What follows belongs to an exercise in optimizing a design on an open flow for small area, a short achievable clock period and few clock cycles; a production flow would make more cautious choices. Function was checked by simulation only, so behaviour that the tests miss may differ from the original. Power figures rest on the tool's default switching activity, not on a simulated workload.

**flow/design.v**
```verilog
module sw_link_core (
    input  wire         clk,
    input  wire         rst,             
    input  wire [7:0]   cfg_self_addr,   
    input  wire [7:0]   cfg_peer_addr,   
    input  wire [6:0]   prog_len,        
    output wire [5:0]   prog_addr,       
    input  wire [7:0]   prog_data,       
    output wire         call_valid,
    output wire [3:0]   call_op,
    output wire [3:0]   call_len,
    output wire [111:0] call_data,
    input  wire         call_ready,
    input  wire         resp_ok,
    input  wire [1:0]   resp_mode,
    input  wire [3:0]   resp_len,
    input  wire [111:0] resp_data,
    input  wire         irq_rx,          
    input  wire         host_req,        
    input  wire [23:0]  host_slots,
    output wire [5:0]   err,
    output wire [1:0]   rej_reason,
    output wire [1:0]   lsm_state,
    output wire [5:0]   ord_code,
    output wire         halted
);
    localparam [3:0] OP_ENTER_RX    = 4'd0,
                     OP_TX_NONEMPTY = 4'd1,
                     OP_FLUSH_TX    = 4'd2,
                     OP_SEND        = 4'd3,
                     OP_READ_STATUS = 4'd4,
                     OP_RX_NONEMPTY = 4'd5,
                     OP_FLUSH_RX    = 4'd6,
                     OP_RECEIVE     = 4'd7,
                     OP_SAMPLE      = 4'd8,
                     OP_EMIT        = 4'd9;
    localparam [1:0] M_IDLE = 2'd0, M_RX = 2'd1, M_TX = 2'd2, M_REC = 2'd3;
    localparam [4:0] X_NOP        = 5'b00_000,
                     X_SAMPLE     = 5'b00_010,
                     X_HOSTFWD    = 5'b00_011,
                     X_ORDREQ_ACK = 5'b00_100,
                     X_ENC_VALUE  = 5'b01_000,
                     X_ENC_ORDER  = 5'b01_001,
                     X_DEC_VALUE  = 5'b01_010,
                     X_DEC_ORDER  = 5'b01_011,
                     X_ORD_PACK   = 5'b10_000,
                     X_ORD_TAGCUR = 5'b10_001,
                     X_ORD_UNPACK = 5'b10_010,
                     X_ORD_APPLY  = 5'b10_011,
                     X_LINK_INIT  = 5'b11_000,
                     X_LINK_SEND  = 5'b11_001,
                     X_LINK_REARM = 5'b11_010,
                     X_LINK_RECV  = 5'b11_011,
                     X_LINK_RXDONE= 5'b11_100;
    localparam [7:0] CH_T = 8'h54, CH_L = 8'h4C, CH_H = 8'h48;
    function known;
        input [7:0] b;
        known = (b == CH_T) || (b == CH_L) || (b == CH_H);
    endfunction
    function [1:0] code_of;
        input [7:0] b;
        code_of = (b == CH_T) ? 2'b00 : (b == CH_L) ? 2'b01 : 2'b10;
    endfunction
    reg [5:0]   pc;
    reg         halt_r;
    reg [4:0]   ir;            
    reg         cv;            
    reg [3:0]   cop;           
    reg [2:0]   spin_n;        
    reg [79:0]  cd;            
    reg [5:0]   op_tag;
    reg [31:0]  op_temp;
    reg [15:0]  op_hum;
    reg [31:0]  op_lux;
    reg [7:0]   op_slot0, op_slot1, op_slot2;
    reg [7:0]   res_tag;
    reg [31:0]  res_temp;
    reg [15:0]  res_hum;
    reg [31:0]  res_lux;
    reg [1:0]   rs_c0, rs_c1, rs_c2;
    reg         rs_e01, rs_e02, rs_e12;
    reg [87:0]  txb;
    reg         tx_nz, tx_14;
    reg [87:0]  rxb;
    reg         rx_vok, rx_ook;
    reg         rx_pend, order_pend, res_valid, ord_ok;
    reg [1:0]   lsm;
    reg [3:0]   stall_cnt;
    reg [5:0]   err_r;
    reg [1:0]   rej_r;
    reg [1:0]   ord0, ord1, ord2;
    assign prog_addr  = pc;
    assign call_valid = cv;
    assign call_op    = cop;
    assign call_len   = {tx_14, 2'b11, 1'b0};
    assign call_data  = {txb[87:56], cd};
    assign err        = err_r;
    assign rej_reason = rej_r;
    assign lsm_state  = lsm;
    assign ord_code   = {ord2, ord1, ord0};
    assign halted     = halt_r;
    wire        hs = cv & call_ready;
    wire        rs_tx    = (resp_mode == M_TX);
    wire        rs_rx    = (resp_mode == M_RX);
    wire        spin_more = rs_tx & (spin_n != 3'd7);
    wire        is_send  = (ir == X_LINK_SEND);
    wire        is_rearm = (ir == X_LINK_REARM);
    wire        forced   = ~rs_rx & (stall_cnt >= 4'd10);
    reg         last;
    always @(*) begin
        case (cop)
            OP_TX_NONEMPTY, OP_FLUSH_TX, OP_SEND,
            OP_RX_NONEMPTY, OP_FLUSH_RX:   last = 1'b0;
            OP_READ_STATUS:                last = ~spin_more & ~(is_rearm & forced);
            default:                       last = 1'b1;
        endcase
    end
    wire        adv = ~cv | (call_ready & last);
    wire [1:0]  t_c0 = res_tag[5:4];
    wire [1:0]  t_c1 = res_tag[3:2];
    wire [1:0]  t_c2 = res_tag[1:0];
    wire        un_r1 = res_tag[7];
    wire        un_r2 = (t_c0 == t_c1) | (t_c0 == t_c2) | (t_c1 == t_c2);
    wire        un_r3 = (&t_c0) | (&t_c1) | (&t_c2);
    wire        un_ok = ~un_r1 & ~un_r2 & ~un_r3;
    wire        ap_r2 = rs_e01 | rs_e02 | rs_e12;
    wire        ap_r3 = (&rs_c0) | (&rs_c1) | (&rs_c2);
    wire        ap_ok = ~ap_r2 & ~ap_r3;
    wire        pk_ok = known(op_slot0) & known(op_slot1) & known(op_slot2);
    wire [7:0]  rx_b3 = rxb[7:0];
    wire [7:0]  rx_b4 = rxb[15:8];
    wire [7:0]  rx_b5 = rxb[23:16];
    function [1:0] code3;
        input [7:0] b;
        code3 = known(b) ? code_of(b) : 2'b11;
    endfunction
    reg         rx_pend_d, order_pend_d, res_valid_d, ord_ok_d;
    always @(*) begin
        rx_pend_d = rx_pend;
        if (hs && cop == OP_ENTER_RX && ir == X_LINK_RXDONE) rx_pend_d = 1'b0;
        if (irq_rx) rx_pend_d = 1'b1;
        order_pend_d = order_pend;
        if (ir == X_ORDREQ_ACK) order_pend_d = 1'b0;
        if (host_req) order_pend_d = 1'b1;
        res_valid_d = res_valid;
        if (ir == X_DEC_VALUE) res_valid_d = rx_vok;
        if (ir == X_DEC_ORDER) res_valid_d = rx_ook;
        ord_ok_d = ord_ok;
        if (ir == X_ORD_UNPACK) ord_ok_d = un_ok;
        if (ir == X_ORD_APPLY)  ord_ok_d = ap_ok;
    end
    wire        rcv_hs   = hs & (cop == OP_RECEIVE);
    wire        rx_match = (resp_data[15:8] == cfg_self_addr);
    wire        rx_vok_d = rcv_hs ? resp_ok & (resp_len >= 4'd14) & rx_match : rx_vok;
    wire        rx_ook_d = rcv_hs ? resp_ok & (resp_len >= 4'd6)  & rx_match : rx_ook;
    wire        tx_nz_d = tx_nz | (ir == X_ENC_VALUE) | (ir == X_ENC_ORDER);
    wire [7:0]  w = prog_data;
    reg         w_legal;
    always @(*) begin
        case (w)
            8'h00, 8'h01, 8'h02, 8'h03, 8'h04,
            8'h10, 8'h11, 8'h12, 8'h13,
            8'h20, 8'h21, 8'h22, 8'h23,
            8'h30, 8'h31, 8'h32, 8'h33, 8'h34: w_legal = 1'b1;
            default:                           w_legal = w[7];
        endcase
    end
    wire        f_halt = ({1'b0, pc} >= prog_len) | ~w_legal;
    wire        w_ctl  = w[7] | (w[7:1] == 7'd0);      
    reg         skip_no;     
    always @(*) begin
        case (w[5:4])
            2'd0: skip_no = ~rx_pend_d;
            2'd1: skip_no = ~order_pend_d;
            2'd2: skip_no = ~res_valid_d;
            default: skip_no = ~ord_ok_d;
        endcase
    end
    wire [5:0]  pc_inc  = pc + 6'd1;
    wire [5:0]  pc_skip = pc + 6'd1 + {2'b00, w[3:0]};
    reg         j_v;
    reg  [5:0]  j_key, j_to;
    reg         p_seq;           
    reg         mg;              
    wire        j_hit   = j_v & (j_key == pc);
    wire [5:0]  pc_nxt  = ~w_ctl                       ? (j_hit ? j_to : pc_inc) :
                          (w[7:6] == 2'b11)            ? w[5:0]  :
                          (w[7:6] == 2'b10 && skip_no) ? pc_skip : pc_inc;
    wire        w_static = (w[7:6] == 2'b11) | (w[7:1] == 7'd0);
    wire [5:0]  w_succ   = w[7] ? w[5:0] : pc_inc;
    wire        take     = adv & ~halt_r;
    always @(posedge clk) begin
        if (rst) begin
            j_v   <= 1'b0;
            mg    <= 1'b0;
            p_seq <= 1'b0;
        end else if (take) begin
            mg    <= ~w_ctl & j_hit;
            p_seq <= ~w_ctl & ~j_hit;
            if (w_static && (mg || p_seq)) begin
                j_v  <= 1'b1;
                j_to <= w_succ;
                if (!mg) j_key <= pc - 6'd1;
            end
        end
    end
    reg         w_call;
    reg [3:0]   w_op;
    always @(*) begin
        w_call = 1'b1;
        case (w[5:0])
            6'h02:   w_op = OP_SAMPLE;
            6'h03:   w_op = OP_EMIT;
            6'h31:   begin w_op = OP_TX_NONEMPTY; w_call = tx_nz_d; end
            6'h32:   w_op = OP_READ_STATUS;
            6'h33:   w_op = OP_RECEIVE;
            6'h30,
            6'h34:   w_op = OP_ENTER_RX;
            default: begin w_op = OP_ENTER_RX; w_call = 1'b0; end
        endcase
        if (w_ctl) w_call = 1'b0;
    end
    wire        dec_v      = (ir == X_DEC_VALUE) & rx_vok;
    wire [7:0]  res_tag_d  = dec_v ? rx_b3      : res_tag;
    wire [31:0] res_temp_d = dec_v ? rxb[39:8]  : res_temp;
    wire [15:0] res_hum_d  = dec_v ? rxb[55:40] : res_hum;
    wire [31:0] res_lux_d  = dec_v ? rxb[87:56] : res_lux;
    wire [87:0] txb_d      = (ir == X_ENC_VALUE) ? {op_lux, op_hum, op_temp, 2'b00, op_tag} :
                             (ir == X_ENC_ORDER) ? {txb[87:24], op_slot2, op_slot1, op_slot0} :
                                                   txb;
    wire        tx_14_d    = (ir == X_ENC_VALUE) | (tx_14 & (ir != X_ENC_ORDER));
    wire        send_pend  = cv & (ir == X_LINK_SEND) & (cop != OP_READ_STATUS);
    wire        cd_res     = (cv & (ir == X_HOSTFWD)) | ((w == 8'h03) & ~send_pend);
    always @(posedge clk)
        cd <= cd_res ? {res_hum_d, res_lux_d, res_temp_d}
                     : {txb_d[55:0], cfg_self_addr, cfg_peer_addr, 4'b0000, tx_14_d, 3'b101};
    always @(posedge clk) begin
        if (rst) begin
            pc     <= 6'd0;
            halt_r <= 1'b0;
            ir     <= X_NOP;
            cv     <= 1'b0;
            cop    <= OP_ENTER_RX;
            spin_n <= 3'd0;
        end else begin
            if (hs) begin
                case (cop)
                    OP_TX_NONEMPTY: cop <= resp_ok ? OP_FLUSH_TX : OP_SEND;
                    OP_FLUSH_TX:    cop <= OP_SEND;
                    OP_SEND:        begin cop <= OP_READ_STATUS; spin_n <= 3'd0; end
                    OP_READ_STATUS: begin
                        spin_n <= spin_n + 3'd1;
                        if (!spin_more) cop <= OP_RX_NONEMPTY;
                    end
                    OP_RX_NONEMPTY: cop <= resp_ok ? OP_FLUSH_RX : OP_ENTER_RX;
                    OP_FLUSH_RX:    cop <= OP_ENTER_RX;
                    default: ;
                endcase
            end
            if (adv) begin
                ir     <= (halt_r | w_ctl) ? X_NOP : {w[5:4], w[2:0]};
                cv     <= w_call & ~halt_r & ~f_halt;
                cop    <= w_op;
                spin_n <= 3'd0;
                if (!halt_r) begin
                    if (f_halt) halt_r <= 1'b1;
                    else        pc     <= pc_nxt;
                end
            end
        end
    end
    always @(posedge clk) begin
        if (rst) begin
            op_tag     <= 6'd0;
            op_temp    <= 32'd0;
            op_hum     <= 16'd0;
            op_lux     <= 32'd0;
            op_slot0   <= 8'd0;
            op_slot1   <= 8'd0;
            op_slot2   <= 8'd0;
            res_tag    <= 8'd0;
            res_temp   <= 32'd0;
            res_hum    <= 16'd0;
            res_lux    <= 32'd0;
            rs_c0      <= 2'b11;
            rs_c1      <= 2'b11;
            rs_c2      <= 2'b11;
            rs_e01     <= 1'b1;
            rs_e02     <= 1'b1;
            rs_e12     <= 1'b1;
            tx_nz      <= 1'b0;
            tx_14      <= 1'b0;
            rx_vok     <= 1'b0;
            rx_ook     <= 1'b0;
            lsm        <= M_IDLE;
            stall_cnt  <= 4'd0;
            err_r      <= 6'd0;
            rej_r      <= 2'd0;
            ord0       <= 2'b00;      
            ord1       <= 2'b01;      
            ord2       <= 2'b10;      
        end else begin
            case (ir)
            X_ENC_VALUE, X_ENC_ORDER: begin
                tx_nz <= 1'b1;
                tx_14 <= tx_14_d;
            end
            X_DEC_VALUE: begin
                res_tag  <= res_tag_d;
                res_temp <= res_temp_d;
                res_hum  <= res_hum_d;
                res_lux  <= res_lux_d;
            end
            X_DEC_ORDER: if (rx_ook) begin
                rs_c0  <= code3(rx_b3);
                rs_c1  <= code3(rx_b4);
                rs_c2  <= code3(rx_b5);
                rs_e01 <= (rx_b3 == rx_b4);
                rs_e02 <= (rx_b3 == rx_b5);
                rs_e12 <= (rx_b4 == rx_b5);
            end
            X_ORD_PACK: if (!halt_r) begin
                if (!pk_ok)
                    err_r[4] <= 1'b1;
                else
                    op_tag <= {code_of(op_slot0), code_of(op_slot1), code_of(op_slot2)};
            end
            X_ORD_TAGCUR: op_tag <= {ord0, ord1, ord2};
            X_ORD_UNPACK: if (!halt_r) begin
                if (un_ok) begin
                    rs_c0  <= t_c0;
                    rs_c1  <= t_c1;
                    rs_c2  <= t_c2;
                    rs_e01 <= 1'b0;
                    rs_e02 <= 1'b0;
                    rs_e12 <= 1'b0;
                end else begin
                    rej_r    <= un_r1 ? 2'd1 : un_r2 ? 2'd2 : 2'd3;
                    err_r[3] <= 1'b1;
                end
            end
            X_ORD_APPLY: if (!halt_r) begin
                if (ap_ok) begin
                    ord0 <= rs_c0;
                    ord1 <= rs_c1;
                    ord2 <= rs_c2;
                end else begin
                    rej_r    <= ap_r2 ? 2'd2 : 2'd3;
                    err_r[3] <= 1'b1;
                end
            end
            X_LINK_SEND: if (!cv && !halt_r) err_r[4] <= 1'b1;    
            default: ;
            endcase
            if (hs) begin
                case (cop)
                OP_SAMPLE: begin
                    op_temp <= resp_data[31:0];
                    op_hum  <= resp_data[47:32];
                    op_lux  <= resp_data[79:48];
                end
                OP_ENTER_RX: begin
                    lsm <= M_RX;
                    if (ir != X_LINK_RXDONE) stall_cnt <= 4'd0;
                    if (ir == X_LINK_REARM)  err_r[2]  <= 1'b1;
                end
                OP_SEND: begin
                    if (!resp_ok) err_r[0] <= 1'b1;
                    lsm <= M_TX;
                end
                OP_READ_STATUS: if (!spin_more) begin
                    if (rs_tx) err_r[2] <= 1'b1;
                    if (is_send) begin
                        if (!rs_tx) lsm <= M_IDLE;
                    end else if (rs_rx) begin
                        stall_cnt <= 4'd0;
                        lsm       <= M_RX;
                    end else if (!forced) begin
                        stall_cnt <= stall_cnt + 4'd1;
                        lsm       <= M_REC;
                    end
                end
                OP_RECEIVE: begin
                    rx_vok <= rx_vok_d;
                    rx_ook <= rx_ook_d;
                    if (!resp_ok) err_r[1] <= 1'b1;
                end
                default: ;
                endcase
            end
            if (host_req) begin
                op_slot0 <= host_slots[7:0];
                op_slot1 <= host_slots[15:8];
                op_slot2 <= host_slots[23:16];
            end
            if (f_halt && adv && !halt_r) err_r[5] <= 1'b1;
        end
    end
    always @(posedge clk) begin
        if (rst) begin
            rx_pend    <= 1'b0;
            order_pend <= 1'b0;
            res_valid  <= 1'b0;
            ord_ok     <= 1'b0;
        end else begin
            rx_pend    <= rx_pend_d;
            order_pend <= order_pend_d;
            res_valid  <= res_valid_d;
            ord_ok     <= ord_ok_d;
        end
    end
    always @(posedge clk) begin
        txb <= txb_d;
        if (hs && cop == OP_RECEIVE && resp_ok)
            rxb <= resp_data[111:24];
    end
endmodule
```
**flow/flow/run.sh**
```bash
#!/bin/bash
# Standard layout, with the port buffers made of the smallest buffer cell.
set -euo pipefail
export BUFFER_PORTS_ARGS="-buffer_cell sky130_fd_sc_hd__buf_1"
bash standard.sh > standard_flow.log 2>&1
```
**flow/standard.sh**
```bash
#!/bin/bash
# synth_recipe.tcl (not shown) runs the flow's synth.tcl, then flattens the netlist and writes it again
# the make line also repeats each setting of config.mk as NAME=value (left out here)
make -C /OpenROAD-flow-scripts/flow DESIGN_CONFIG=/design/flow/config.mk WORK_HOME=/design/flow/orfs CLKGATE_MAP_FILE= SYNTH_SCRIPT=/design/flow/synth_recipe.tcl "${@:-finish}"
```
**flow/config.mk**
```make
export PLATFORM = sky130hd
export DESIGN_NAME = sw_link_core
export DESIGN_NICKNAME = sw_link_core
export VERILOG_FILES = /design/flow/design.v
export SDC_FILE = /design/flow/constraint.sdc
export NUM_CORES = 4
export LEC_CHECK = 0
export CAP_MARGIN = 20
export CORE_MARGIN = 2
export CORE_UTILIZATION = 35
export CTS_CLUSTER_DIAMETER = 150
export CTS_CLUSTER_SIZE = 25
export SETUP_SLACK_MARGIN = 2.4
export SLEW_MARGIN = 20
```
**flow/constraint.sdc**
```tcl
create_clock -name core_clock -period 5.0 [get_ports {clk}]
set_input_delay 1.0000 -clock core_clock [delete_from_list [all_inputs] [get_ports {clk}]]
set_output_delay 1.0000 -clock core_clock [all_outputs]
set_load 0.01 [all_outputs]
```
==> impl_metrics.py, run 1 <==
metrics = {
    "power": {
        "pwr-share-seq_pct": 61.5,
        "power_density_mw_per_mm2": 313,
        "pwr-share-comb_pct": 7.1,
        "p_sw_mw": 1.72,
        "ir_worst_vdd_v": 0.000262,
        "p_int_mw": 5.52,
        "p_leak_nw": 8.67,
        "swShare_pct": 23.7,
        "clkPwrFrac_pct": 31.3,
    },
    "logic_synthesis": {
        "syn_inst": 1965,
        "yosysSeqAreaShare_pct": 58.5,
        "yosysUniqueCellTypes": 76,
        "synth_area_per_cell_um2": 10.3,
        "ys_seq_elements": 525,
        "synthFlopType": "dfxtp_1",
        "synth_edf_count": 132,
        "synth_area_mm2": 0.0202,
        "synthArstFlopShare_pct": 0,
        "ys_warn_count": 1,
    },
    "critical_path": {
        "path_delay_family": "simple AND/OR/NAND/NOR gates",
        "cp_data_required_time_ns": 5.45,
        "crit_fanout": 54,
        "slowest_stage": "a31o_4",
        "cp-end-kind": "flip-flop",
        "worstPathArrival_ns": 3.00,
        "crit_chain": "nor2_2 -> and4_1 -> nand3_1 -> a31o_4 -> buf_12 -> nor2_1 -> a21oi_1",
        "crit_buf_inv": 1,
        "start_kind": "flip-flop",
        "max_stage_delay_ns": 0.47,
        "crit_type": "reg2reg",
    },
    "sta": {
        "worstMarginPinSlew_ns": 0.876,
        "finalWorstSetupSlack_ns": 2.45,
        "hold_slack_ns": 0.457,
        "tns_ns": 0,
        "hold_viol": 0,
        "timing.fmax_mhz": 393,
        "slew_headroom_pct": 41.6,
        "maxSlewViolCount": 0,
        "fin_crit_sh_pct": 50.9,
        "finalSetupViolCount": 0,
        "rsz0062_at_grt": "true",
        "fin_skew_ns": 0.0182,
        "min_period_ns": 2.55,
    },
    "die": {
        "dieArea_mm2": 0.0597,
        "coreArea_mm2": 0.0574,
        "initial_core_util_pct": 35.2,
        "rows": 88,
        "die_h_um": 244,
        "boundaryPins": 323,
        "die_x_um": 244,
    },
    "drt": {
        "routed_wl_um": 57800,
        "wl_per_cell_um": 19.4,
        "vias": 14732,
        "drcViolationCount": 0,
        "firstDrtPassIters": 5,
        "ant_nets": 0,
        "drtIter0Drc": 823,
        "vias_per_cell": 4.94,
    },
    "clocking": {
        "clk_latency_ns": 0.59,
        "clk_pin_slew_worst_paths_ns": 0.11,
        "cts_root_buffer": "clkbuf_16",
        "clk_path_buf_depth": 3,
        "numCtsBuffers": 24,
        "cts_sinks": 525,
        "htreeDepth": 1,
        "cts_hold_buf": 0,
        "cts_tree": "yes",
    },
    "placement": {
        "port_buffers": 318,
        "dp_slack_ns": 1.65,
        "gp_congestion": 0.846,
        "dp_hpwl_um": 38000,
    },
    "global_route": {
        "gr-total-overflow": 0,
        "grt_max_degree": 227,
        "antenna_found_initial": 4,
        "grt_pass1_wl_um": 85300,
        "track_usage_pct": 18.3,
        "grt_pass1_vias": 14099,
    },
    "layout": {
        "fin_nets": 2394,
        "layout_commonest_cell": "dfxtp_1",
        "syn_to_final_growth_pct": 14.3,
        "final_cell_mix": "dfxtp_1, buf_1, nor2_1, nand2_1, a21oi_1",
        "fillCellCount": 5691,
        "drive_gt1_share_pct": 8.00,
    },
    "worst_hold_path": {
        "hold_path_class": "reg2reg",
    },
    "flow_run": {
        "maxCapViolCount": 0,
    },
    "outcome": {
        "status": "complete, no violations",
    },
}
==> cells in the mapped netlist (all sizes together), types with 12 or more instances <==
| cell type | n | area share, % |
|---|---|---|
| mux2 | 39 | 2.2 |
| nand2 | 237 | 4.4 |
| o21ai | 43 | 1.1 |
| edfxtp | 132 | 20 |
| nand3 | 26 | 0.64 |
| and2 | 34 | 1.1 |
| xor2 | 43 | 1.9 |
| nor3 | 14 | 0.35 |
| ha | 16 | 0.99 |
| mux2i | 149 | 7.4 |
| a21oi | 194 | 4.8 |
| nor2 | 266 | 4.9 |
| nand2b | 12 | 0.37 |
| buf | 60 | 1.9 |
| dfxtp | 393 | 39 |
| inv | 27 | 0.50 |
| xnor2 | 19 | 0.82 |
| clkbuf | 97 | 1.8 |
| nand4 | 15 | 0.46 |
| a211o | 15 | 0.66 |
| nor4 | 17 | 0.63 |
==> metrics by stage <==
step                      std cells  util [%]  instance area [µm²]  total power [mW]
after global routing           2979      40.3                23100              7.52
after detailed placement       2910      38.3                21900              5.02
final                          2980      40.3                23100              7.24
after CTS                      2962      39.7                22800              7.29
after floorplan                1966         -                20300              4.83
after global placement         2910      38.2                21900              5.02
==> power by group through the flow <==
| stage | clock, mW | sequential [mW] | combinational (mW) |
|---|---|---|---|
| after global routing | 2.49 | 4.46 | 0.569 |
| after floorplan | 0 | 4.54 | 0.294 |
| after detailed placement | 0 | 4.55 | 0.478 |
| after CTS | 2.35 | 4.45 | 0.494 |
| final | 2.27 | 4.45 | 0.517 |
| after global placement | 0 | 4.55 | 0.471 |
==> flip-flops by register name, summed over array words and instances, names as in the netlist, 32 cells and up <==
register and count:
op_temp 32, res_temp 32, cd 80, txb 88, op_lux 32, rxb 88
res_lux 32
==> tightest hold or removal path, delay by kind of cell (launching register included) <==
family	cells	cell delay, ns
flip-flops	1	0.32
AND/OR/NAND/NOR	1	0.05
AO/OA/AOI/OAI	1	0.05
==> path summary, 6_finish.rpt <==
check	start	endpoint	slack, ns	depth (start not counted)
setup / recovery	ir[1]	cd[14]	2.45	7
hold / removal	op_lux[7]	op_lux[7]	0.46	2
setup reg to reg	ir[1]	cd[14]	2.45	7
hold reg to reg	op_lux[7]	op_lux[7]	0.46	2
==> metal layers <==
layer	wire length, µm	GRT usage (%)
met4	1210	3.87
met1	26500	25.0
met5	23	0
met2	26700	30.1
met3	3270	3.67
==> final cells by class <==
class	instances	area, µm²	share of cell area (%)
clock buffer	40	661	2.86
multi-input combinational	1261	7850	34.0
clock inverter	1	16.3	0.0704
inverter	27	105	0.455
antenna	2	5.00	0.0217
timing repair buffer	359	1660	7.19
tap	765	957	4.14
sequential	525	11900	51.3
==> kinds of logic (layout without fill, tap and decap cells) <==
family | count (synthesis) | count (layout) | share of synthesized area, %
AND/OR/NAND/NOR | 657 | 659 | 14.2
flip-flops | 525 | 525 | 58.5
AO/OA/AOI/OAI | 330 | 332 | 9.75
multiplexers | 188 | 188 | 9.55
buffers and inverters | 184 | 427 | 4.16
XOR/XNOR | 62 | 62 | 2.69
adder cells (fa/ha/maj) | 17 | 17 | 1.09
other | 2 | 5 | 0.0371
==> timing repair <==
item / in CTS / in global routing
gates cloned: 3 / 2
buffers inserted: 8 / 13
resized for setup: 20 / 34
setup endpoints to repair: 215 / 161
pin swaps: 5 / 10
Testbench counts, summed over its fixed seeds: cycles 29,868.
==> inputs of run 2 (changes only) <==
--- a/flow/config.mk
+++ b/flow/config.mk
@@ -5,6 +5,7 @@
 export SDC_FILE = /design/flow/constraint.sdc
 export NUM_CORES = 4
 export LEC_CHECK = 0
+export ABC_AREA = 1
 export CAP_MARGIN = 20
 export CORE_MARGIN = 2
 export CORE_UTILIZATION = 35
==> run 2 against run 1 <==
Compared with the run above: maximum frequency about the same; clock skew up 0.0055 ns; still clean; largest cell class unchanged; hold slack worse by 0.0033 ns; area after synthesis down 0.40%.
==> impl_metrics.py, run 2 <==
metrics = {
    "sta": {
        "min_period_ns": 2.55,
        "slew_headroom_pct": 48.3,
        "timing.fmax_mhz": 392,
        "hold_viol": 0,
        "rsz0062_at_grt": "true",
        "finalSetupViolCount": 0,
        "maxSlewViolCount": 0,
        "fin_skew_ns": 0.0237,
        "fin_crit_sh_pct": 51.0,
        "worstMarginPinSlew_ns": 0.776,
        "finalWorstSetupSlack_ns": 2.45,
        "tns_ns": 0,
    },
    "placement": {
        "dp_slack_ns": 1.53,
        "gp_congestion": 0.883,
        "dp_hpwl_um": 39000,
        "port_buffers": 318,
    },
    "power": {
        "power_density_mw_per_mm2": 327,
        "power_mw": 7.40,
        "p_leak_nw": 8.63,
        "ir_worst_vdd_v": 0.000288,
    },
    "logic_synthesis": {
        "synth_area_leaders": "dfxtp_1, edfxtp_1, nand2_1",
        "ys_warn_count": 1,
        "yosysMostFrequentCell": "dfxtp_1",
        "synth-adder-area-share_pct": 1.09,
        "synth_compound_area_share_pct": 13.2,
        "yosysSeqAreaShare_pct": 58.8,
        "synth_common_cells": "dfxtp_1, nand2_1, nor2_1",
        "yosysUniqueCellTypes": 52,
        "ys_seq_elements": 525,
        "syn_inst": 2163,
        "synth_area_mm2": 0.0201,
        "synth_area_per_cell_um2": 9.31,
        "synthXorXnorAreaFrac_pct": 1.87,
        "muxShareOfSynthArea_pct": 3.68,
        "synth_top_area_share_pct": 39.1,
        "synthFlopType": "dfxtp_1",
        "synthSimpleGateAreaFrac_pct": 13.6,
        "synth.largest_area_cell": "dfxtp_1",
        "synth_edf_count": 132,
        "synth_top_family_by_area": "simple AND/OR/NAND/NOR gates",
        "synthArstFlopShare_pct": 0,
    },
    "global_route": {
        "grt_max_degree": 94,
        "track_usage_pct": 17.7,
        "antenna_found_initial": 6,
        "gr-total-overflow": 0,
        "grt_pass1_vias": 14919,
        "grt_pass1_wl_um": 83300,
    },
    "drt": {
        "wl_per_cell_um": 17.6,
        "firstDrtPassIters": 6,
        "ant_nets": 0,
        "vias": 15535,
        "vias_per_cell": 4.88,
        "routed_wl_um": 55900,
        "drtIter0Drc": 1065,
        "drcViolationCount": 0,
    },
    "die": {
        "die_x_um": 244,
        "initial_core_util_pct": 35.6,
        "rows": 87,
        "dieArea_mm2": 0.0595,
        "boundaryPins": 323,
        "coreArea_mm2": 0.0566,
        "die_h_um": 244,
    },
    "clocking": {
        "clk_path_buf_depth": 3,
        "cts_tree": "yes",
        "clk_latency_ns": 0.59,
        "cts_sinks": 525,
        "cts_root_buffer": "clkbuf_16",
        "cts_hold_buf": 0,
        "numCtsBuffers": 24,
        "htreeDepth": 1,
        "clk_pin_slew_worst_paths_ns": 0.10,
    },
    "layout": {
        "drive_gt1_share_pct": 4.46,
        "biggestRegsByFlops": "rxb: 88 flops, txb: 88 flops, cd: 80 flops",
        "final_cell_mix": "dfxtp_1, buf_1, nand2_1, nor2_1, inv_1",
        "syn_to_final_growth_pct": 12.4,
        "layout_commonest_cell": "dfxtp_1",
        "multi_input_area_mm2": 0.00680,
        "seqCellArea_mm2": 0.0118,
        "fillCellCount": 5757,
        "fin_nets": 2599,
    },
    "critical_path": {
        "path_delay_family": "simple AND/OR/NAND/NOR gates",
        "cp_data_required_time_ns": 5.45,
        "slowest_stage": "dfxtp_1",
        "max_stage_delay_ns": 0.51,
        "crit_fanout": 38,
        "start_kind": "flip-flop",
        "crit_chain": "inv_2 -> nor2_2 -> nand3_4 -> buf_6 -> mux2i_1 -> o21ai_1",
        "worstPathArrival_ns": 3.00,
        "crit_buf_inv": 2,
        "crit_type": "reg2reg",
        "cp-end-kind": "flip-flop",
    },
    "flow_run": {
        "maxCapViolCount": 0,
    },
    "worst_hold_path": {
        "hold_path_class": "reg2reg",
    },
    "outcome": {
        "status": "complete, no violations",
    },
}
run 2: worst paths after layout:
check / startpoint / slack [ns] / cells after the start / to
worst max-delay path: ir[1] / 2.45 / 6 / cd[16]
worst min-delay path: op_temp[16] / 0.45 / 2 / op_temp[16]
worst max register to register: ir[1] / 2.45 / 6 / cd[16]
worst min register to register: op_temp[16] / 0.45 / 2 / op_temp[16]
run 2: cells by family after synthesis:
| logic type | count (synthesis) |
|---|---|
| other | 2 |
| XOR/XNOR | 43 |
| buffers and inverters | 351 |
| AND/OR/NAND/NOR | 652 |
| AO/OA/AOI/OAI | 499 |
| multiplexers | 74 |
| adder cells (fa/ha/maj) | 17 |
| flip-flops | 525 |
run 2: per-layer routing:
layer,wire [µm],GRT usage (%),vias up,share of wire (%)
met2,26300,29.4,395,47
met1,25200,23.8,7459,45
met3,3250,3.11,71,5.8
met4,1240,4.63,2,2.2
met5,12,0,-,0.021
li1,-,-,7608,-
run 2: cell type report:
cell class              instances  area share, %
diodes                          5         0.0553
repair inverters                3          0.111
well taps                     756           4.18
clock buffers                  43           3.06
flip-flops and latches        525           52.3
multi-input cells            1288           30.0
repair buffers                343           6.35
inverters                     218           3.92
run 2: stage by stage:
stage	area (µm²)	std cells	util [%]	hold slack (ns)
floorplan	20200	2164	-	0.425
global placement	21800	3122	38.4	0.435
detailed placement	21800	3122	38.4	0.440
CTS	22500	3169	39.7	0.455
global route	22600	3178	40.0	0.473
finish	22600	3181	40.0	0.454
run 2: what timing repair did:
item | CTS | global route
pin swaps | 3 | 2
setup endpoints to repair | 76 | 61
resized for setup | 8 | 17
setup buffers | 3 | 5
gates cloned | 1 | 2
run 2: where the power goes:
| group | internal (mW) | switching [mW] |
|---|---|---|
| Clock | 0.950 | 1.34 |
| Combinational | 0.194 | 0.392 |
| Sequential | 4.46 | 0.0618 |
| Total | 5.61 | 1.80 |
run 2: worst min-delay path: cells and delay by family, from the launching register on:
family	cells	cell delay, ns
DFF	1	0.31
buffers and inverters	1	0.05
AOI/OAI and AO/OA	1	0.05
==> inputs of run 3 (changes only) <==
--- a/flow/config.mk
+++ b/flow/config.mk
@@ -11,5 +11,5 @@
 export CORE_UTILIZATION = 35
 export CTS_CLUSTER_DIAMETER = 150
 export CTS_CLUSTER_SIZE = 25
-export SETUP_SLACK_MARGIN = 2.4
+export SETUP_SLACK_MARGIN = 3.0
 export SLEW_MARGIN = 20
==> run 3 against run 2 <==
Compared with the run above: clock power hardly changed; non-clock buffer count is 83 higher; combinational power is 44% higher; sequential power hardly changed; worst setup slack better by 0.34 ns; largest cell class unchanged; flip-flop and latch count stayed put; maximum frequency is 16% higher; cell count is 2.8% higher.
==> impl_metrics.py, run 3 <==
metrics = {
    "sta": {
        "worstMarginPinSlew_ns": 0.668,
        "min_period_ns": 2.20,
        "timing.fmax_mhz": 454,
        "hold_viol": 0,
        "tns_ns": 0,
        "fin_skew_ns": 0.0274,
        "rsz0062_at_grt": "true",
        "maxSlewViolCount": 0,
        "slew_headroom_pct": 55.3,
        "finalWorstSetupSlack_ns": 2.80,
        "fin_crit_sh_pct": 44.1,
        "hold_slack_ns": 0.452,
        "finalSetupViolCount": 0,
    },
    "logic_synthesis": {
        "synth.largest_area_cell": "dfxtp_1",
        "synthArstFlopShare_pct": 0,
        "yosysMostFrequentCell": "dfxtp_1",
        "synth_common_cells": "dfxtp_1, nand2_1, nor2_1",
        "syn_inst": 2163,
        "ys_seq_elements": 525,
        "synthFlopType": "dfxtp_1",
        "synth_area_per_cell_um2": 9.31,
        "synth_area_mm2": 0.0201,
        "yosysSeqAreaShare_pct": 58.8,
        "synth_area_leaders": "dfxtp_1, edfxtp_1, nand2_1",
        "yosysUniqueCellTypes": 52,
        "synth_edf_count": 132,
        "ys_warn_count": 1,
        "synth_top_area_share_pct": 39.1,
    },
    "global_route": {
        "gr-total-overflow": 0,
        "grt_max_degree": 68,
        "antenna_found_initial": 5,
        "grt_pass1_vias": 15550,
        "grt_pass1_wl_um": 91700,
        "track_usage_pct": 19.9,
    },
    "die": {
        "rows": 87,
        "dieArea_mm2": 0.0595,
        "boundaryPins": 323,
        "initial_core_util_pct": 35.6,
        "coreArea_mm2": 0.0566,
        "die_x_um": 244,
        "die_h_um": 244,
    },
    "critical_path": {
        "crit_fanout": 4,
        "cp-end-kind": "output pin",
        "crit_type": "reg2out",
        "worstPathArrival_ns": 1.20,
        "cp_data_required_time_ns": 4.00,
        "start_kind": "flip-flop",
    },
    "drt": {
        "wl_per_cell_um": 19.1,
        "firstDrtPassIters": 5,
        "vias_per_cell": 4.94,
        "drcViolationCount": 0,
        "vias": 16146,
        "ant_nets": 0,
        "drtIter0Drc": 943,
        "routed_wl_um": 62400,
    },
    "placement": {
        "dp_slack_ns": 1.75,
        "gp_congestion": 0.874,
        "dp.cells": 3123,
        "dp_hpwl_um": 38900,
        "port_buffers": 318,
    },
    "layout": {
        "layout_commonest_cell": "dfxtp_1",
        "syn_to_final_growth_pct": 25.5,
        "biggestRegsByFlops": "rxb: 88 flops, txb: 88 flops, cd: 80 flops",
        "fin_nets": 2688,
        "final_cell_mix": "dfxtp_1, nand2_1, nor2_1, inv_1, o21ai_0",
        "instances_no_fill": 3269,
        "drive_gt1_share_pct": 21.6,
    },
    "power": {
        "power_density_mw_per_mm2": 303,
        "p_leak_nw": 9.92,
        "ir_worst_vdd_v": 0.000230,
    },
    "worst_hold_path": {
        "hold_path_class": "reg2reg",
    },
    "clocking": {
        "clk_pin_slew_worst_paths_ns": 0.11,
        "clk_latency_ns": 0.59,
        "htreeDepth": 1,
        "numCtsBuffers": 24,
        "cts_tree": "yes",
        "cts_root_buffer": "clkbuf_16",
        "cts_sinks": 525,
        "clk_path_buf_depth": 3,
    },
    "flow_run": {
        "maxCapViolCount": 0,
    },
    "outcome": {
        "status": "complete, no violations",
    },
}
==> run 3: cell count changes in the layout (fill, tap and decap cells not counted), moves of 18 or more <==
cell and delta:
nor2_4 +19, nor2_1 -35, buf_2 +27, dfxtp_4 +18, buf_1 -141, dfxtp_1 -97, dfxtp_2 +79, buf_6 +99
buf_4 +60, clkbuf_2 +21
==> run 3: timing repair <==
action / in CTS / in global routing
resized for setup: 416 / 149
hold buffers: 0 / 0
pin swaps: 27 / 33
setup buffers: 53 / 29
endpoints found under the setup margin: 646 / 404
gates cloned: 14 / 3
==> run 3: cell families after synthesis <==
group	Yosys count	share of synthesized area [%]
AO/OA/AOI/OAI	499	13.2
XOR/XNOR	43	1.87
adder cells (fa/ha/maj)	17	1.09
buffers and inverters	351	7.82
flip-flops	525	58.8
multiplexers	74	3.68
other	2	0.0373
AND/OR/NAND/NOR	652	13.6
==> run 3: worst max-delay path, stage by stage (launching register included) <==
cell and delay [ns]:
dfxtp_4 0.40, buf_6 0.12, buf_6 0.11
==> run 3: power by group <==
part	internal, mW	switching [mW]
sequential	4.47	0.0642
combinational	0.361	0.479
clock	0.951	1.35
==> run 3: final timing paths <==
check | start | endpoint | slack (ns) | cells after the start
worst max register to register | pc[3] | pc[4] | 2.88 | 11
worst min-delay path | op_temp[26] | op_temp[26] | 0.45 | 2
worst max-delay path | pc[0] | prog_addr[0] | 2.80 | 2
worst min register to register | op_temp[26] | op_temp[26] | 0.45 | 2
==> run 3: area by class of cell <==
class / count / area [µm²]
flip-flops and latches: 525 / 12000
diodes: 4 / 10.0
repair buffers: 426 / 3150
inverters: 218 / 921
multi-input cells: 1292 / 7500
clock buffers: 43 / 693
well taps: 756 / 946
repair inverters: 5 / 55.1
fillers: 5431 / 31300
==> run 3: per-layer routing <==
layer | up-vias | global-route usage (%) | part of all wire [%] | wire length (µm)
li1 | 7822 | - | - | -
met1 | 7823 | 27.0 | 45 | 28000
met2 | 423 | 32.7 | 47 | 29000
met5 | - | 0 | 0.018 | 11
met3 | 76 | 3.38 | 6.1 | 3830
met4 | 2 | 5.54 | 2.4 | 1500
==> run 3: per-stage QoR <==
stage               total power [mW]  utilization [%]  area, µm²
finish                          7.67             44.7      25300
global route                    7.98             44.7      25300
floorplan                       4.97                -      20300
CTS                             7.66             43.2      24500
detailed placement              5.23             38.7      21900
global placement                5.22             38.7      21900
==> inputs of run 4 (changes only) <==
--- a/flow/config.mk
+++ b/flow/config.mk
@@ -11,5 +11,5 @@
 export CORE_UTILIZATION = 35
 export CTS_CLUSTER_DIAMETER = 150
 export CTS_CLUSTER_SIZE = 25
-export SETUP_SLACK_MARGIN = 3.0
+export SETUP_SLACK_MARGIN = 2.7
 export SLEW_MARGIN = 20
==> run 4 against run 3 <==
Compared with the run above: via count decreased by 3.5%; clock power about the same; area after synthesis unchanged; total power decreased by 3.2%; cell count decreased by 2.2%; first-iteration DRC count increased by 13%; critical path depth unchanged; clock skew decreased by 0.013 ns; sequential share of layout area increased by 4.0 points; critical path type unchanged; non-clock buffer count decreased by 71; register-to-register slack got worse by 0.09 ns; still clean on timing, DRC and antenna; combinational power decreased by 27%.
==> impl_metrics.py, run 4 <==
metrics = {
    "logic_synthesis": {
        "ys_seq_elements": 525,
        "yosysSeqAreaShare_pct": 58.8,
        "synth_area_mm2": 0.0201,
        "synth_area_leaders": "dfxtp_1, edfxtp_1, nand2_1",
        "yosysMostFrequentCell": "dfxtp_1",
        "synth_common_cells": "dfxtp_1, nand2_1, nor2_1",
        "synth_top_area_share_pct": 39.1,
        "synthArstFlopShare_pct": 0,
        "synth_area_per_cell_um2": 9.31,
        "syn_inst": 2163,
        "ys_warn_count": 1,
        "synth_edf_count": 132,
        "synth.largest_area_cell": "dfxtp_1",
        "synthFlopType": "dfxtp_1",
        "yosysUniqueCellTypes": 52,
    },
    "sta": {
        "timing.fmax_mhz": 445,
        "slew_headroom_pct": 45.7,
        "hold_viol": 0,
        "hold_slack_ns": 0.455,
        "worstMarginPinSlew_ns": 0.815,
        "tns_ns": 0,
        "fin_skew_ns": 0.0146,
        "maxSlewViolCount": 0,
        "min_period_ns": 2.25,
        "rsz0062_at_grt": "true",
        "finalSetupViolCount": 0,
        "fin_crit_sh_pct": 45.0,
        "finalWorstSetupSlack_ns": 2.75,
    },
    "placement": {
        "dp_slack_ns": 1.53,
        "port_buffers": 318,
        "gp_congestion": 0.891,
        "dp.cells": 3119,
        "place_area_mm2": 0.0218,
        "dp_hpwl_um": 38400,
    },
    "die": {
        "initial_core_util_pct": 35.6,
        "coreArea_mm2": 0.0566,
        "boundaryPins": 323,
        "die_x_um": 244,
        "dieArea_mm2": 0.0595,
        "rows": 87,
        "die_h_um": 244,
    },
    "critical_path": {
        "crit_fanout": 9,
        "start_kind": "flip-flop",
        "slowest_stage": "dfxtp_4",
        "r2r_slack_ns": 2.79,
        "crit_buf_inv": 2,
        "crit_chain": "buf_4 -> buf_1",
        "crit_type": "reg2out",
        "cp-end-kind": "output pin",
        "max_stage_delay_ns": 0.42,
        "path_delay_family": "flip-flops",
        "cp_data_required_time_ns": 4.00,
        "worstPathArrival_ns": 1.25,
    },
    "layout": {
        "fin_nets": 2614,
        "utilization_pct": 40.7,
        "layout_commonest_cell": "dfxtp_1",
        "final_area_mm2": 0.0231,
        "instances_no_fill": 3196,
        "syn_to_final_growth_pct": 14.5,
        "drive_gt1_share_pct": 6.90,
        "biggestRegsByFlops": "rxb: 88 flops, txb: 88 flops, cd: 80 flops",
        "final_cell_mix": "dfxtp_1, buf_1, nand2_1, nor2_1, o21ai_0",
    },
    "global_route": {
        "track_usage_pct": 18.4,
        "grt_pass1_wl_um": 86000,
        "grt_pass1_vias": 15181,
        "grt_max_degree": 103,
        "antenna_found_initial": 6,
        "gr-total-overflow": 0,
    },
    "clocking": {
        "htreeDepth": 1,
        "clk_pin_slew_worst_paths_ns": 0.10,
        "cts_root_buffer": "clkbuf_16",
        "clk_latency_ns": 0.58,
        "cts_sinks": 525,
        "numCtsBuffers": 24,
        "cts_hold_buf": 0,
        "cts_tree": "yes",
        "clk_path_buf_depth": 3,
    },
    "drt": {
        "vias_per_cell": 4.87,
        "wl_per_cell_um": 17.9,
        "drtIter0Drc": 1066,
        "ant_nets": 0,
        "firstDrtPassIters": 5,
        "drcViolationCount": 0,
        "routed_wl_um": 57400,
        "vias": 15575,
    },
    "power": {
        "ir_worst_vdd_v": 0.000284,
        "power_density_mw_per_mm2": 322,
        "p_leak_nw": 8.78,
        "power_mw": 7.42,
    },
    "outcome": {
        "status": "complete, no violations",
    },
    "flow_run": {
        "maxCapViolCount": 0,
    },
    "worst_hold_path": {
        "hold_path_class": "reg2reg",
    },
}
[run 4: cell counts after synthesis]
Identical to the previous run, type by type.
[run 4: kinds of logic after synthesis]
logic type | count (synthesis) | synth area share (%)
flip-flops | 525 | 58.8
XOR/XNOR | 43 | 1.87
AND/OR/NAND/NOR | 652 | 13.6
buffers and inverters | 351 | 7.82
adder cells (fa/ha/maj) | 17 | 1.09
AO/OA/AOI/OAI | 499 | 13.2
other | 2 | 0.0373
multiplexers | 74 | 3.68
[run 4: repair_timing]
action	in CTS	in global routing
pin swaps	10	5
gates cloned	5	2
gates resized for setup	39	47
buffers inserted	15	7
endpoints found under the setup margin	367	129
endpoints found under the hold margin	0	0
[run 4: layer usage]
layer  GRT usage [%]  vias up  wire, µm
li1                -     7664         -
met1            24.9     7468     26200
met2            30.5      375     26600
met3            3.43       64      3480
met4            3.91        4      1020
met5               0        -        23
[run 4: layout make-up]
class / instances / area (µm²)
Inverter: 218 / 911
Clock buffer: 44 / 697
Tap cell: 756 / 946
Antenna cell: 4 / 10.0
Sequential cell: 525 / 11900
Timing Repair Buffer: 355 / 1620
Timing Repair inverter: 2 / 18.8
Multi-Input combinational cell: 1292 / 7000
Fill cell: 5762 / 33500
[run 4: final timing paths]
kind,start,endpoint,cells past startpoint
worst max-delay path,pc[2],prog_addr[2],2
worst min-delay path,op_hum[10],op_hum[10],2
worst min register to register,op_hum[10],op_hum[10],2
worst max register to register,pc[0],pc[5],13
[run 4: where the power goes]
group / internal, mW / switching, mW / leakage (nW)
logic: 0.214 / 0.403 / 4.08
registers: 4.46 / 0.0621 / 4.37
clock network: 0.953 / 1.33 / 0.331
total: 5.63 / 1.79 / 8.78
[run 4: worst register-to-register path, delay by kind of cell (launching register included)]
kind	cells	cell delay (ns)
adders and majority gates	2	0.62
AOI/OAI and AO/OA	1	0.13
DFF	1	0.39
xor gates and xnor gates	2	0.36
and+or+nand+nor	8	0.64
==> inputs of run 5 (changes only) <==
--- a/flow/config.mk
+++ b/flow/config.mk
@@ -11,5 +11,5 @@
 export CORE_UTILIZATION = 35
 export CTS_CLUSTER_DIAMETER = 150
 export CTS_CLUSTER_SIZE = 25
-export SETUP_SLACK_MARGIN = 2.7
+export SETUP_SLACK_MARGIN = 2.6
 export SLEW_MARGIN = 20
==> run 5 against run 4 <==
Compared with the run above: clock power hardly changed; largest cell class unchanged; maximum frequency is 3.0% lower; still clean; highest routed layer unchanged; worst setup slack worse by 0.069 ns; combinational power hardly changed; total power hardly changed.
==> impl_metrics.py, run 5 <==
metrics = {
    "outcome": {
        "status": "complete, no violations",
    },
    "clocking": {
        "clk_pin_slew_worst_paths_ns": 0.10,
        "cts_root_buffer": "clkbuf_16",
        "clk_path_buf_depth": 3,
        "htreeDepth": 1,
        "clk_latency_ns": 0.58,
        "cts_sinks": 525,
        "numCtsBuffers": 24,
        "cts_tree": "yes",
    },
    "layout": {
        "layout_commonest_cell": "dfxtp_1",
        "final_cell_mix": "dfxtp_1, buf_1, nand2_1, nor2_1, inv_1",
        "syn_to_final_growth_pct": 13.4,
        "fillCellCount": 5774,
        "fin_nets": 2613,
        "biggestRegsByFlops": "rxb: 88 flops, txb: 88 flops, cd: 80 flops",
        "instances_no_fill": 3192,
        "drive_gt1_share_pct": 5.59,
        "final_area_mm2": 0.0228,
    },
    "sta": {
        "finalSetupViolCount": 0,
        "fin_skew_ns": 0.0172,
        "timing.fmax_mhz": 432,
        "slew_headroom_pct": 45.2,
        "hold_viol": 0,
        "tns_ns": 0,
        "maxSlewViolCount": 0,
        "rsz0062_at_grt": "true",
        "min_period_ns": 2.32,
        "hold_slack_ns": 0.453,
        "worstMarginPinSlew_ns": 0.821,
        "finalWorstSetupSlack_ns": 2.68,
        "fin_crit_sh_pct": 46.3,
    },
    "placement": {
        "port_buffers": 318,
        "gp_congestion": 0.895,
        "dp_slack_ns": 1.55,
        "dp_hpwl_um": 38600,
        "place_area_mm2": 0.0217,
        "dp.cells": 3122,
    },
    "logic_synthesis": {
        "synth_area_mm2": 0.0201,
        "synth_area_leaders": "dfxtp_1, edfxtp_1, nand2_1",
        "yosysSeqAreaShare_pct": 58.8,
        "ys_seq_elements": 525,
        "synth_common_cells": "dfxtp_1, nand2_1, nor2_1",
        "synth.largest_area_cell": "dfxtp_1",
        "synth_edf_count": 132,
        "synth_top_area_share_pct": 39.1,
        "synthFlopType": "dfxtp_1",
        "synthArstFlopShare_pct": 0,
        "yosysUniqueCellTypes": 52,
        "yosysMostFrequentCell": "dfxtp_1",
        "ys_warn_count": 1,
        "synth_area_per_cell_um2": 9.31,
        "syn_inst": 2163,
    },
    "die": {
        "die_x_um": 244,
        "coreArea_mm2": 0.0566,
        "die_h_um": 244,
        "rows": 87,
        "dieArea_mm2": 0.0595,
        "initial_core_util_pct": 35.6,
        "boundaryPins": 323,
    },
    "power": {
        "power_density_mw_per_mm2": 325,
        "ir_worst_vdd_v": 0.000258,
        "p_leak_nw": 8.70,
    },
    "critical_path": {
        "cp_data_required_time_ns": 4.00,
        "crit_chain": "buf_1",
        "max_stage_delay_ns": 0.54,
        "worstPathArrival_ns": 1.32,
        "cp-end-kind": "output pin",
        "path_delay_family": "flip-flops",
        "crit_buf_inv": 1,
        "crit_type": "reg2out",
        "start_kind": "flip-flop",
        "slowest_stage": "dfxtp_1",
        "crit_fanout": 5,
    },
    "global_route": {
        "grt_pass1_vias": 14830,
        "gr-total-overflow": 0,
        "grt_max_degree": 86,
        "grt_pass1_wl_um": 84400,
        "antenna_found_initial": 4,
        "track_usage_pct": 18.0,
    },
    "drt": {
        "wl_per_cell_um": 17.9,
        "vias": 15459,
        "ant_nets": 0,
        "firstDrtPassIters": 7,
        "drcViolationCount": 0,
        "routed_wl_um": 57100,
        "drtIter0Drc": 1055,
        "vias_per_cell": 4.84,
    },
    "worst_hold_path": {
        "hold_path_class": "reg2reg",
    },
    "flow_run": {
        "maxCapViolCount": 0,
    },
}
-- run 5: cell counts after synthesis --
No cell type changed its count.
-- run 5: final cells by class --
cell class / count / area (µm²) / area share, %
antenna: 2 / 5.00 / 0.0219
sequential: 525 / 11900 / 51.9
timing repair inverter: 2 / 16.3 / 0.0712
inverter: 218 / 881 / 3.86
multi-input combinational: 1292 / 6900 / 30.2
tap: 756 / 946 / 4.14
timing repair buffer: 354 / 1540 / 6.76
clock buffer: 43 / 693 / 3.04
-- run 5: cells by family after synthesis --
kind of cell               Yosys count  share of synthesized area, %
AOI/OAI and AO/OA                  499                          13.2
muxes                               74                          3.68
xor gates and xnor gates            43                          1.87
other                                2                        0.0373
DFF                                525                          58.8
adders and majority gates           17                          1.09
buffers and inverters              351                          7.82
and+or+nand+nor                    652                          13.6
-- run 5: power breakdown --
| part | switching (mW) | leakage, nW | internal, mW |
|---|---|---|---|
| Sequential | 0.0623 | 4.37 | 4.46 |
| Clock | 1.33 | 0.329 | 0.950 |
| Combinational | 0.405 | 4.00 | 0.211 |
-- run 5: timing repair --
item	in CTS	in global routing
setup endpoints to repair	304	164
setup buffers	4	14
gates cloned	4	3
hold buffers	0	0
pin swaps	5	3
gates resized for setup	32	28
-- run 5: per-layer routing --
metal	wire (µm)	part of all wire, %	GRT usage, %	vias to the layer above
li1	-	-	-	7652
met1	25800	45	24.3	7347
met2	26600	47	29.8	396
met3	3540	6.2	3.39	62
met4	1090	1.9	3.98	2
met5	16	0.028	0	-
-- run 5: stage by stage --
| step | power (mW) | util (%) |
|---|---|---|
| after floorplan | 4.96 | - |
| final | 7.42 | 40.3 |
| after detailed placement | 5.21 | 38.4 |
| after global placement | 5.19 | 38.4 |
| after CTS | 7.49 | 39.9 |
| after global routing | 7.73 | 40.3 |
-- run 5: worst paths after layout --
path                            slack (ns)      start  cells past startpoint         end
worst max-delay path                  2.68     halt_r                      1      halted
worst min-delay path                  0.45  op_hum[9]                      2   op_hum[9]
worst max register to register        2.70     cop[3]                      5  op_temp[7]
worst min register to register        0.45  op_hum[9]                      2   op_hum[9]
==> inputs of run 6 (changes only) <==
--- a/flow/config.mk
+++ b/flow/config.mk
@@ -11,5 +11,5 @@
 export CORE_UTILIZATION = 35
 export CTS_CLUSTER_DIAMETER = 150
 export CTS_CLUSTER_SIZE = 25
-export SETUP_SLACK_MARGIN = 2.6
+export SETUP_SLACK_MARGIN = 2.8
 export SLEW_MARGIN = 20
==> run 6 against run 5 <==
Compared with the run above: maximum frequency increased by 6.9%; first-iteration DRC count shrank 4.2%; hold slack got worse by 0.0012 ns; non-clock buffer count increased by 10; routed wire length up 2.1%; clock power increased by 2%; clock skew rose by 0.012 ns; critical endpoint is now cd[27].
==> impl_metrics.py, run 6 <==
metrics = {
    "sta": {
        "worstMarginPinSlew_ns": 0.894,
        "slew_headroom_pct": 40.4,
        "min_period_ns": 2.17,
        "finalSetupViolCount": 0,
        "timing.fmax_mhz": 461,
        "tns_ns": 0,
        "fin_skew_ns": 0.0294,
        "hold_viol": 0,
        "maxSlewViolCount": 0,
        "fin_crit_sh_pct": 43.4,
        "rsz0062_at_grt": "true",
    },
    "drt": {
        "drcViolationCount": 0,
        "ant_nets": 0,
        "drtIter0Drc": 1011,
        "vias": 15657,
        "wl_per_cell_um": 18.2,
        "routed_wl_um": 58300,
        "firstDrtPassIters": 7,
        "vias_per_cell": 4.89,
    },
    "critical_path": {
        "max_stage_delay_ns": 0.56,
        "critPathLaunch": "ir[0]",
        "crit_chain": "inv_1 -> nand2_1 -> nor2_4 -> buf_4 -> nand2_1 -> o211ai_1 -> buf_4 -> nand2_1 -> o21ai_1",
        "crit_type": "reg2reg",
        "path_delay_family": "buffers and inverters",
        "start_kind": "flip-flop",
        "cp_common_cell": "nand2_1",
        "cp_data_required_time_ns": 5.52,
        "r2r-start": "ir[0]",
        "worstPathArrival_ns": 2.69,
        "crit_fanout": 36,
        "cp-end-kind": "flip-flop",
        "crit_buf_inv": 3,
        "slowest_stage": "buf_4",
    },
    "clocking": {
        "cts_sinks": 525,
        "clk_latency_ns": 0.58,
        "cts_tree": "yes",
        "numCtsBuffers": 25,
        "cts_root_buffer": "clkbuf_16",
        "htreeDepth": 1,
        "clk_pin_slew_worst_paths_ns": 0.12,
        "cts_hold_buf": 0,
        "clk_path_buf_depth": 3,
    },
    "logic_synthesis": {
        "syn_inst": 2163,
        "yosysUniqueCellTypes": 52,
        "synth_compound_area_share_pct": 13.2,
        "yosysSeqAreaShare_pct": 58.8,
        "synthXorXnorAreaFrac_pct": 1.87,
        "yosysMostFrequentCell": "dfxtp_1",
        "ys_warn_count": 1,
        "synth-adder-area-share_pct": 1.09,
        "synth_top_area_share_pct": 39.1,
        "synth_area_leaders": "dfxtp_1, edfxtp_1, nand2_1",
        "synthFlopType": "dfxtp_1",
        "muxShareOfSynthArea_pct": 3.68,
        "synth_area_mm2": 0.0201,
        "synthSimpleGateAreaFrac_pct": 13.6,
        "synth_top_family_by_area": "simple AND/OR/NAND/NOR gates",
        "synthArstFlopShare_pct": 0,
        "synth_common_cells": "dfxtp_1, nand2_1, nor2_1",
        "synth_area_per_cell_um2": 9.31,
        "synth.largest_area_cell": "dfxtp_1",
        "synth_edf_count": 132,
        "ys_seq_elements": 525,
    },
    "die": {
        "dieArea_mm2": 0.0595,
        "initial_core_util_pct": 35.6,
        "coreArea_mm2": 0.0566,
        "rows": 87,
        "boundaryPins": 323,
        "die_x_um": 244,
        "die_h_um": 244,
    },
    "global_route": {
        "grt_pass1_vias": 15084,
        "grt_pass1_wl_um": 86800,
        "grt_max_degree": 161,
        "gr-total-overflow": 0,
        "track_usage_pct": 18.6,
        "antenna_found_initial": 4,
    },
    "power": {
        "power_density_mw_per_mm2": 324,
        "ir_worst_vdd_v": 0.000260,
        "p_int_mw": 5.66,
        "pwr-share-comb_pct": 8.8,
        "swShare_pct": 24.7,
        "p_leak_nw": 8.86,
        "p_sw_mw": 1.85,
        "pwr-share-seq_pct": 60.1,
        "clkPwrFrac_pct": 31.1,
    },
    "layout": {
        "instances_no_fill": 3205,
        "utilization_pct": 41.0,
        "final_cell_mix": "dfxtp_1, buf_1, nand2_1, nor2_1, o21ai_0",
        "layout_commonest_cell": "dfxtp_1",
        "seqCellArea_mm2": 0.0119,
        "drive_gt1_share_pct": 8.79,
        "fillCellCount": 5748,
        "multi_input_area_mm2": 0.00708,
        "syn_to_final_growth_pct": 15.3,
        "fin_nets": 2625,
        "biggestRegsByFlops": "rxb: 88 flops, txb: 88 flops, cd: 80 flops",
    },
    "placement": {
        "dp_hpwl_um": 38600,
        "dp.cells": 3118,
        "gp_congestion": 0.889,
        "port_buffers": 318,
    },
    "worst_hold_path": {
        "hold_path_class": "reg2reg",
        "holdCritStartpoint": "op_temp[30]",
    },
    "outcome": {
        "status": "complete, no violations",
    },
    "flow_run": {
        "maxCapViolCount": 0,
    },
}
run 6: changes by cell type in the layout (fill, tap and decap cells not counted), moves of 7 or more:
cell | before | now
buf_4 | 28 | 37
clkbuf_2 | 0 | 13
inv_1 | 200 | 190
ha_1 | 15 | 8
buf_1 | 315 | 293
buf_2 | 2 | 11
dfxtp_1 | 384 | 373
dfxtp_4 | 3 | 13
run 6: path summary, 6_finish.rpt:
path                  to  slack [ns]  depth (start not counted)
min          op_temp[30]        0.45                          2
min reg2reg  op_temp[30]        0.45                          2
max               cd[27]        2.83                          9
max reg2reg       cd[27]        2.83                          9
run 6: power groups by stage:
stage                     registers, mW  logic (mW)  clock network (mW)
final                              4.52       0.664                2.33
after global routing               4.53       0.743                2.55
after CTS                          4.52       0.631                2.42
after detailed placement           4.62       0.593                   0
after global placement             4.62       0.587                   0
after floorplan                    4.63       0.342                   0
run 6: layout make-up:
class / count / area share, %
sequential: 525 / 51.2
clock inverter: 2 / 0.140
timing repair inverter: 4 / 0.145
antenna: 3 / 0.0323
timing repair buffer: 364 / 7.05
inverter: 218 / 3.90
clock buffer: 42 / 2.97
tap: 756 / 4.07
multi-input combinational: 1291 / 30.5
run 6: logic make-up (layout without fill, tap and decap cells):
group,after synthesis,in the layout
compound gates,499,499
xor+xnor,43,43
fa+ha+maj,17,17
buf+inv,351,630
flops,525,525
mux,74,74
other cells,2,6
simple gates,652,655
run 6: routing by layer:
layer	global-route usage, %	routed length, µm	up-vias
met5	0	12	-
met4	4.39	1140	2
met3	3.76	3620	58
met2	31.0	27500	409
met1	24.8	26000	7514
li1	-	-	7674
run 6: per-stage QoR:
step | power [mW] | worst slack, ns | hold slack [ns] | cell area (µm²)
2_1_floorplan | 4.97 | 2.01 | 0.425 | 20300
3_3_place_gp | 5.21 | 1.59 | 0.436 | 21800
3_5_place_dp | 5.21 | 1.53 | 0.442 | 21800
4_1_cts | 7.57 | 2.79 | 0.457 | 22900
5_1_grt | 7.83 | 2.70 | 0.473 | 23200
6_report | 7.52 | 2.83 | 0.452 | 23200
run 6: worst reg2reg max path: stages, from the launching register on:
cell and delay (ns):
dfxtp_2 0.40, inv_1 0.19, nand2_1 0.18, nor2_4 0.23
buf_4 0.56, nand2_1 0.13, o211ai_1 0.13, buf_4 0.16
nand2_1 0.06, o21ai_1 0.07
run 6: what timing repair did:
action                     4_1_cts  5_1_grt
buffers inserted                20       13
gates resized for setup         73       56
pin swaps                        9       11
gates cloned                     6        1
setup endpoints to repair      398      176
==> inputs of run 7 (changes only) <==
--- a/flow/config.mk
+++ b/flow/config.mk
@@ -10,6 +10,6 @@
 export CORE_MARGIN = 2
 export CORE_UTILIZATION = 35
 export CTS_CLUSTER_DIAMETER = 150
-export CTS_CLUSTER_SIZE = 25
+export CTS_CLUSTER_SIZE = 20
 export SETUP_SLACK_MARGIN = 2.8
 export SLEW_MARGIN = 20
==> run 7 against run 6 <==
Compared with the run above: critical endpoint is now prog_addr[0]; critical path depth decreased by 8; final area up 1.0%; hold slack lost 0.0021 ns; combinational power increased by 0.9%; core utilization increased by 0.42 points; total power is 3.6% higher; routed wire length increased by 0.82%; worst setup slack worse by 0.0020 ns; largest power group unchanged.
==> impl_metrics.py, run 7 <==
metrics = {
    "die": {
        "die_x_um": 244,
        "rows": 87,
        "die_h_um": 244,
        "initial_core_util_pct": 35.6,
        "dieArea_mm2": 0.0595,
        "boundaryPins": 323,
        "coreArea_mm2": 0.0566,
    },
    "drt": {
        "drcViolationCount": 0,
        "routed_wl_um": 58700,
        "ant_nets": 0,
        "wl_per_cell_um": 18.2,
        "drtIter0Drc": 1066,
        "vias": 15805,
        "vias_per_cell": 4.91,
        "firstDrtPassIters": 7,
    },
    "critical_path": {
        "path_delay_family": "flip-flops",
        "cp_data_required_time_ns": 4.00,
        "cp-end-kind": "output pin",
        "critPathLaunch": "pc[0]",
        "crit_type": "reg2out",
        "start_kind": "flip-flop",
        "worstPathArrival_ns": 1.17,
        "crit_chain": "buf_2",
        "slowest_stage": "dfxtp_4",
        "r2r-start": "pc[0]",
        "max_stage_delay_ns": 0.41,
        "crit_buf_inv": 1,
        "crit_fanout": 6,
    },
    "sta": {
        "finalSetupViolCount": 0,
        "fin_crit_sh_pct": 43.4,
        "tns_ns": 0,
        "hold_viol": 0,
        "maxSlewViolCount": 0,
        "worstMarginPinSlew_ns": 0.864,
        "timing.fmax_mhz": 461,
        "slew_headroom_pct": 42.4,
        "fin_skew_ns": 0.0286,
        "rsz0062_at_grt": "true",
        "min_period_ns": 2.17,
    },
    "clocking": {
        "numCtsBuffers": 30,
        "clk_path_buf_depth": 3,
        "clk_pin_slew_worst_paths_ns": 0.11,
        "clk_latency_ns": 0.60,
        "cts_tree": "yes",
        "htreeDepth": 1,
        "cts_root_buffer": "clkbuf_16",
        "cts_sinks": 525,
    },
    "global_route": {
        "antenna_found_initial": 3,
        "grt_pass1_wl_um": 86900,
        "grt_pass1_vias": 15123,
        "track_usage_pct": 18.6,
        "grt_max_degree": 161,
        "gr-total-overflow": 0,
    },
    "power": {
        "pwr-share-comb_pct": 8.6,
        "clkPwrFrac_pct": 33.4,
        "power_density_mw_per_mm2": 332,
        "p_sw_mw": 1.91,
        "p_int_mw": 5.87,
        "pwr-share-seq_pct": 58.0,
        "power_mw": 7.79,
        "ir_worst_vdd_v": 0.000274,
        "p_leak_nw": 9.02,
        "swShare_pct": 24.6,
    },
    "logic_synthesis": {
        "syn_inst": 2163,
        "synth_area_mm2": 0.0201,
        "synthArstFlopShare_pct": 0,
        "synth.largest_area_cell": "dfxtp_1",
        "yosysUniqueCellTypes": 52,
        "ys_seq_elements": 525,
        "synth_area_leaders": "dfxtp_1, edfxtp_1, nand2_1",
        "synth_common_cells": "dfxtp_1, nand2_1, nor2_1",
        "synthFlopType": "dfxtp_1",
        "yosysSeqAreaShare_pct": 58.8,
        "ys_warn_count": 1,
        "synth_area_per_cell_um2": 9.31,
        "synth_edf_count": 132,
        "synth_top_area_share_pct": 39.1,
        "yosysMostFrequentCell": "dfxtp_1",
    },
    "placement": {
        "dp.cells": 3118,
        "port_buffers": 318,
        "dp_hpwl_um": 38600,
        "place_area_mm2": 0.0218,
        "gp_congestion": 0.889,
    },
    "flow_run": {
        "maxCapViolCount": 0,
    },
    "layout": {
        "syn_to_final_growth_pct": 16.5,
        "drive_gt1_share_pct": 9.87,
        "layout_commonest_cell": "dfxtp_1",
        "final_area_mm2": 0.0235,
        "seqCellArea_mm2": 0.0119,
        "instances_no_fill": 3221,
        "fillCellCount": 5725,
        "biggestRegsByFlops": "rxb: 88 flops, txb: 88 flops, cd: 80 flops",
        "final_cell_mix": "dfxtp_1, nand2_1, buf_1, nor2_1, o21ai_0",
        "multi_input_area_mm2": 0.00707,
        "fin_nets": 2636,
    },
    "worst_hold_path": {
        "holdCritStartpoint": "op_temp[30]",
        "hold_path_class": "reg2reg",
    },
    "outcome": {
        "status": "complete, no violations",
    },
}
## run 7: power groups by stage
stage,combinational (mW),sequential [mW],clock (mW)
after floorplan,0.342,4.63,0
after global placement,0.587,4.62,0
after detailed placement,0.593,4.62,0
after CTS,0.635,4.52,2.68
after global routing,0.745,4.53,2.83
final,0.670,4.52,2.60
## run 7: kinds of logic (layout without fill, tap and decap cells)
logic type	Yosys count	in the layout	share of synthesized area (%)
adders and majority gates	17	17	1.09
xor gates and xnor gates	43	43	1.87
other	2	5	0.0373
muxes	74	74	3.68
DFF	525	525	58.8
AOI/OAI and AO/OA	499	499	13.2
and+or+nand+nor	652	655	13.6
buffers and inverters	351	647	7.82
## run 7: worst paths after layout
path	to	depth (start not counted)	slack (ns)
max	prog_addr[0]	1	2.83
min	op_temp[30]	2	0.45
max reg2reg	pc[5]	13	2.89
min reg2reg	op_temp[30]	2	0.45
## run 7: repair_timing
action	in CTS	in global routing
pin swaps	9	10
gates resized for setup	87	64
gates cloned	6	2
setup buffers	18	20
endpoints found under the setup margin	402	165
hold buffers	0	0
## run 7: metal layers
| layer | vias to the layer above | track usage, % | wire length [µm] |
|---|---|---|---|
| li1 | 7712 | - | - |
| met1 | 7619 | 24.8 | 26100 |
| met2 | 417 | 31.4 | 27800 |
| met3 | 55 | 3.91 | 3820 |
| met4 | 2 | 3.62 | 931 |
| met5 | - | 0 | 12 |
## run 7: tightest hold or removal path, cell delays in order, from the launching register on
cell and delay, ns:
dfxtp_1 0.30, inv_1 0.05, a21oi_1 0.05
## run 7: layout make-up
cell class              count  area share [%]
repair buffers            369            7.31
repair inverters            5           0.181
clock buffers              54            3.67
diodes                      2          0.0213
well taps                 756            4.03
flip-flops and latches    525            50.7
multi-input cells        1291            30.1
inverters                 218            3.89
clock inverters             1          0.0693
## run 7: through the flow
step / util, % / worst slack [ns] / hold WS, ns
6_report: 41.4 / 2.83 / 0.450
5_1_grt: 41.4 / 2.71 / 0.474
4_1_cts: 40.8 / 2.77 / 0.455
3_5_place_dp: 38.5 / 1.53 / 0.442
3_3_place_gp: 38.5 / 1.59 / 0.436
2_1_floorplan: - / 2.01 / 0.425

==> afterwards: timing with drivers on the ports <==
No port has a modelled driver above. Below, the same layouts with a new extraction and two added sets of constraints. Step 1, drivers: a clkbuf_16 drives clk and a buf_2 each remaining input, both assumed. Step 2 adds t to the input delays and takes it off the output delays; t is the mean of the earliest and latest rising clock arrival at the registers after step 1. Input paths then give back, and output paths get back, about the clock's delay inside the block. a / b / c = no drivers / after step 1 / after step 2; a / b = the first two.
run | t, ns | setup slack, ns | hold WS [ns] | latest minus earliest clock arrival (ns) | pins driven straight from the clock port
run 1 | 0.633 | 2.454 / 2.454 / 1.903 | 0.457 / 0.457 / 0.457 | 0.019 / 0.018 | 1
run 2 | 0.633 | 2.452 / 2.452 / 1.926 | 0.454 / 0.454 / 0.454 | 0.026 / 0.027 | 1
run 3 | 0.631 | 2.796 / 2.738 / 2.231 | 0.452 / 0.452 / 0.452 | 0.030 / 0.030 | 1
run 4 | 0.629 | 2.751 / 2.694 / 2.226 | 0.455 / 0.455 / 0.455 | 0.016 / 0.017 | 1
run 5 | 0.634 | 2.683 / 2.625 / 2.156 | 0.453 / 0.453 / 0.453 | 0.021 / 0.022 | 1
run 6 | 0.626 | 2.831 / 2.779 / 2.293 | 0.452 / 0.452 / 0.452 | 0.032 / 0.032 | 1
run 7 | 0.650 | 2.829 / 2.774 / 2.261 | 0.450 / 0.450 / 0.450 | 0.040 / 0.040 | 1
After both steps setup and hold are still met in every run listed. For run 7, which loses most, drivers alone change the setup slack by -0.055 ns; drivers and shift together by -0.568 ns.
